Source: an optimization exercise on an open RTL-to-GDS flow (aim: small area, a short achievable clock period and few clock cycles per item). Production flows keep margins and buffers that such runs may drop. Only simulation tests tie the RTL to the original design; equivalence was not proved.

**design/flow/config.mk**
```make
export PLATFORM = sky130hd
export DESIGN_NAME = mix_frame
export DESIGN_NICKNAME = mix_frame
export VERILOG_FILES = /design/flow/design.v
export SDC_FILE = /design/flow/constraint.sdc
export NUM_CORES = 4
export LEC_CHECK = 0
export CAP_MARGIN = 20
export CORE_MARGIN = 2
export CORE_UTILIZATION = 35
export SLEW_MARGIN = 20
```
**design/flow/constraint.sdc**
```tcl
create_clock -name core_clock -period 35.0 [get_ports {clk}]
set_input_delay 7.0000 -clock core_clock [delete_from_list [all_inputs] [get_ports {clk}]]
set_output_delay 7.0000 -clock core_clock [all_outputs]
set_load 0.01 [all_outputs]
```
**design/flow/design.v**
```verilog
module mix_frame #(
    parameter NP = 16,
    parameter W  = 16
) (
    input  wire              clk,
    input  wire              rst,
    input  wire              in_valid,
    output wire              in_ready,
    input  wire              in_conf,
    input  wire              in_bypass,
    input  wire [NP-1:0]     in_contrib,
    input  wire [NP-1:0]     in_outen,
    input  wire [NP*W-1:0]   in_samples,
    output reg               out_valid,
    input  wire              out_ready,
    output reg  [NP-1:0]     out_push,
    output reg  [NP*W-1:0]   out_samples
);
    localparam SW = W + $clog2(NP) + 1;    
    localparam signed [SW-1:0] CLAMP_MAX = 32767;
    localparam signed [SW-1:0] CLAMP_MIN = -32767;
    reg signed [SW-1:0] sum;
    integer i;
    always @(*) begin
        sum = {SW{1'b0}};
        for (i = 0; i < NP; i = i + 1)
            if (in_contrib[i])
                sum = sum + {{(SW-W){in_samples[i*W+W-1]}}, in_samples[i*W +: W]};
    end
    reg          byp_any;
    reg [NP-1:0] byp_sel;        
    reg [W-1:0]  byp_sample;
    integer j;
    always @(*) begin
        byp_any    = 1'b0;
        byp_sel    = {NP{1'b0}};
        byp_sample = {W{1'b0}};
        for (j = 0; j < NP; j = j + 1)
            if (in_contrib[j] && !byp_any) begin
                byp_any    = 1'b1;
                byp_sel[j] = 1'b1;
                byp_sample = in_samples[j*W +: W];
            end
    end
    wire [NP-1:0]   nxt_push;
    wire [NP*W-1:0] nxt_samples;
    genvar o;
    generate
        for (o = 0; o < NP; o = o + 1) begin : g_port
            wire signed [SW-1:0] own  = {{(SW-W){in_samples[o*W+W-1]}}, in_samples[o*W +: W]};
            wire signed [SW-1:0] diff = (in_conf && in_contrib[o]) ? sum - own : sum;
            wire        [W-1:0]  clamped = (diff > CLAMP_MAX) ? CLAMP_MAX[W-1:0] :
                                           (diff < CLAMP_MIN) ? CLAMP_MIN[W-1:0] :
                                                                diff[W-1:0];
            wire mix_push = in_outen[o];
            wire byp_push = in_outen[o] && byp_any && !(in_conf && byp_sel[o]);
            wire push     = in_bypass ? byp_push : mix_push;
            assign nxt_push[o] = push;
            assign nxt_samples[o*W +: W] = !push    ? {W{1'b0}} :
                                           in_bypass ? byp_sample : clamped;
        end
    endgenerate
    assign in_ready = !out_valid || out_ready;
    always @(posedge clk) begin
        if (rst) begin
            out_valid <= 1'b0;
        end else if (in_ready) begin
            out_valid <= in_valid;
        end
    end
    always @(posedge clk) begin
        if (in_ready && in_valid) begin
            out_push    <= nxt_push;
            out_samples <= nxt_samples;
        end
    end
endmodule
```
**design/flow/run.sh**
```bash
#!/bin/bash
# synth_recipe.tcl (not shown) runs the flow's synth.tcl, then flattens the netlist and writes it again
# the make line also repeats each setting of config.mk as NAME=value (left out here)
make -C /OpenROAD-flow-scripts/flow DESIGN_CONFIG=/design/flow/config.mk WORK_HOME=/design/flow/orfs CLKGATE_MAP_FILE= SYNTH_SCRIPT=/design/flow/synth_recipe.tcl finish
```
==> results.ini <==
[floorplanning]
die_h_um=396
fp.coreArea_sq_um=152000
start_util=0.353
rows=143
die-area_sq_um=157000
ios=568
die_x_um=396

[setup_path]
worstSetupPathType=primary input to flop
cpLargestDelayFamily=compound AO/OA/AOI/OAI gates
worstSetupEndpointType=flop
r2r_end=out_samples[251]
required_ps=35290
reg2reg_depth=6
crit_slowest_cell=a221oi_1
max_stage_delay_ps=680
path_buf_inv=10
cp.arrival_ps=34190
worstSetupStartpointType=primary input
r2r-start=out_valid
ff2ff_setup_slack_ps=30910
path_max_fanout=9
cpMostUsedCell=ha_1

[clocking]
clkTransAtPathRegs_ps=70
postCtsSetupBuffers=0
clk_path_buf_depth=3
cts_root_buffer=clkbuf_16
cts_htree_levels=1
ctsHoldBuffers=0
clkLatencyLatePin_ps=610
cts_buffers=28
tritoncts=built
clock_sinks=273

[yosys]
ys.flop_type=edfxtp_1
ys_ff_latch=273
ys_types=123
avgSynthCellArea_sq_um=7.31
async_flop_share=0
syn_area_sq_um=53800
syn-num-nets=8299
ys_seq_area_frac=0.152
synth_edf_count=272
syn-instance-count=7361
synth_warnings=1

[place]
dpl.hpwl_mm=254
dp_worst_setup_slack_ps=56.5
port_buffers=567
gp_congestion=1.07

[run_status]
status=finished clean

[timing]
hold_violations=0
worstMarginPinSlew_ps=1400
finalSetupViolations=0
fin_worst_skew_ps=27.8
rsz0062_at_grt=no
fmax_mhz=29.5
fin_tns_setup_ps=0
period_share=0.969
fin_crit_ps=33900
slew_violations=0
maxSlewHeadroom=0.0572
fin_ws_ps=1100

[detailed_routing]
num_vias=63800
post_drt_wl_per_cell_um=31.7
drtAntennaViolNets=0
drt_iter0_markers=9297
wirelength_mm=314
drt_pre_antenna_iters=7
drcViolationCount=0
routed_via_density=6.44

[layout]
regArea_sq_um=8190
fillCellCount=15900
drive_gt1_frac=0.0594
multi_input_area_sq_um=42900
nets=8773
final_common_cell=nand2_1
area_growth_pct=17.6
mostFrequentLayoutCells=nand2_1 (751), a21oi_1 (716), nor2_1 (670), ha_1 (614), clkdlybuf4s50_1 (558)

[hold_path]
whs_endpoint=out_valid
hold_path.class=flop to flop
worstHoldPathCells=2
hp-start=out_valid

[grt]
grt_usage=0.380
grt_pass1_vias=57300
overflow=0
grt_max_degree=85
antenna_found_initial=30
grt_pass1_wl_mm=431

[job]
cap_viol_max_count=0

cells by family after synthesis:
family,synth area share
flops,0.152
compound gates,0.326
mux,0.0189
simple gates,0.220
fa+ha+maj,0.154
buf+inv,0.0550
xor+xnor,0.0738
state kept, by name (all words and copies together), names as in the netlist:
name and cells:
out_push 16, out_valid 1, out_samples 256
cell usage after synthesis (all sizes together) (22+ instances only):
master / instances / area (sq um)
ha: 614 / 7680
clkbuf: 209 / 786
o2111ai: 26 / 228
nor3b: 25 / 193
o31a: 40 / 350
a21oi: 718 / 3600
fa: 30 / 601
nand2: 757 / 2850
o31ai: 58 / 473
a31oi: 106 / 693
and2: 68 / 428
mux2i: 52 / 521
a211o: 40 / 350
o211ai: 93 / 708
o22ai: 25 / 163
nand4: 48 / 300
nand3b: 30 / 225
o21a: 199 / 1490
o21ai: 584 / 2930
a41oi: 24 / 251
nand2b: 122 / 771
o41ai: 30 / 323
nand3: 156 / 781
xnor2: 274 / 2500
buf: 78 / 398
a31o: 30 / 263
mux2: 44 / 495
a22oi: 60 / 450
xor2: 155 / 1360
nor3: 215 / 1080
inv: 468 / 1760
nor2: 684 / 2590
edfxtp: 272 / 8170
a221oi: 22 / 193
nor2b: 93 / 589
o21bai: 40 / 304
or2: 48 / 300
or3: 79 / 494
a211oi: 112 / 861
a21boi: 52 / 394
nor4: 32 / 200
a21o: 169 / 1270
and3: 72 / 450
final cells by class:
| class | count | share of cell area |
|---|---|---|
| diodes | 14 | 0.000553 |
| clock buffers | 29 | 0.0115 |
| clock inverters | 22 | 0.00377 |
| inverters | 473 | 0.0281 |
| multi-input cells | 6328 | 0.678 |
| flip-flops and latches | 273 | 0.129 |
| well taps | 2030 | 0.0401 |
| repair buffers | 731 | 0.109 |
worst register-to-register path: cells and delay by family, from the launching register on:
kind / cells / cell delay, ps
simple gates: 2 / 800
flops: 1 / 310
buf+inv: 4 / 2490
timing repair:
action	in CTS	in global routing
hold endpoints to repair	0	0
endpoints found under the setup margin	0	254
resized for setup	0	9
layer usage:
metal  vias up  wire length (um)  track usage
li1      28300                 -            -
met1     30300            132000        0.531
met2      4357            121000        0.523
met3       806             40800        0.100
met4        30             20400        0.207
met5         -               207            0
through the flow:
stage / cell area [sq um] / instances / utilization / hold slack, ps
after floorplan: 53800 / 7361 / - / 593
after global placement: 62200 / 9834 / 0.408 / 505
after detailed placement: 62200 / 9834 / 0.408 / 530
after CTS: 63200 / 9885 / 0.415 / 542
after global routing: 63300 / 9887 / 0.415 / 580
final: 63300 / 9900 / 0.415 / 541
worst max path at each step:
stage                             start          endpoint  cells after the start
after CTS                 in_samples[1]  out_samples[247]                    110
after detailed placement  in_samples[1]  out_samples[247]                    110
final                     in_samples[1]  out_samples[176]                    113
after global placement    in_samples[1]  out_samples[247]                    111
after floorplan           in_contrib[1]  out_samples[193]                    114
after global routing      in_samples[1]  out_samples[166]                    114
Testbench counts, summed over its fixed seeds: cycles 32,008, items 32,000.

[port drivers added, routing unchanged]
In the flow no input, the clock included, has a driving cell. The finished layout below was timed again as built, in two steps. Step 1: set_driving_cell puts a clkbuf_16 on clk and a buf_2 on each other input, an assumption about the parent block. Step 2 times the ports against the registers' clock, not the clock port: input delays grow and output delays shrink by t, the midpoint of the rising clock arrivals with the driver on. Slacks: ideal ports / drivers / drivers and shift; pairs: ideal ports / drivers.
t (ns): 0.668
setup slack, ns: 1.097 / 1.141 / 0.473
hold WS [ns]: 0.541 / 0.541 / 0.541
worst data-port slew with drivers (ns): 0.05
cell pins on the clock port's net: 1
After both steps setup and hold are still met in this run. The setup slack of this run moves by +0.044 ns with the drivers and by -0.624 ns with both steps.
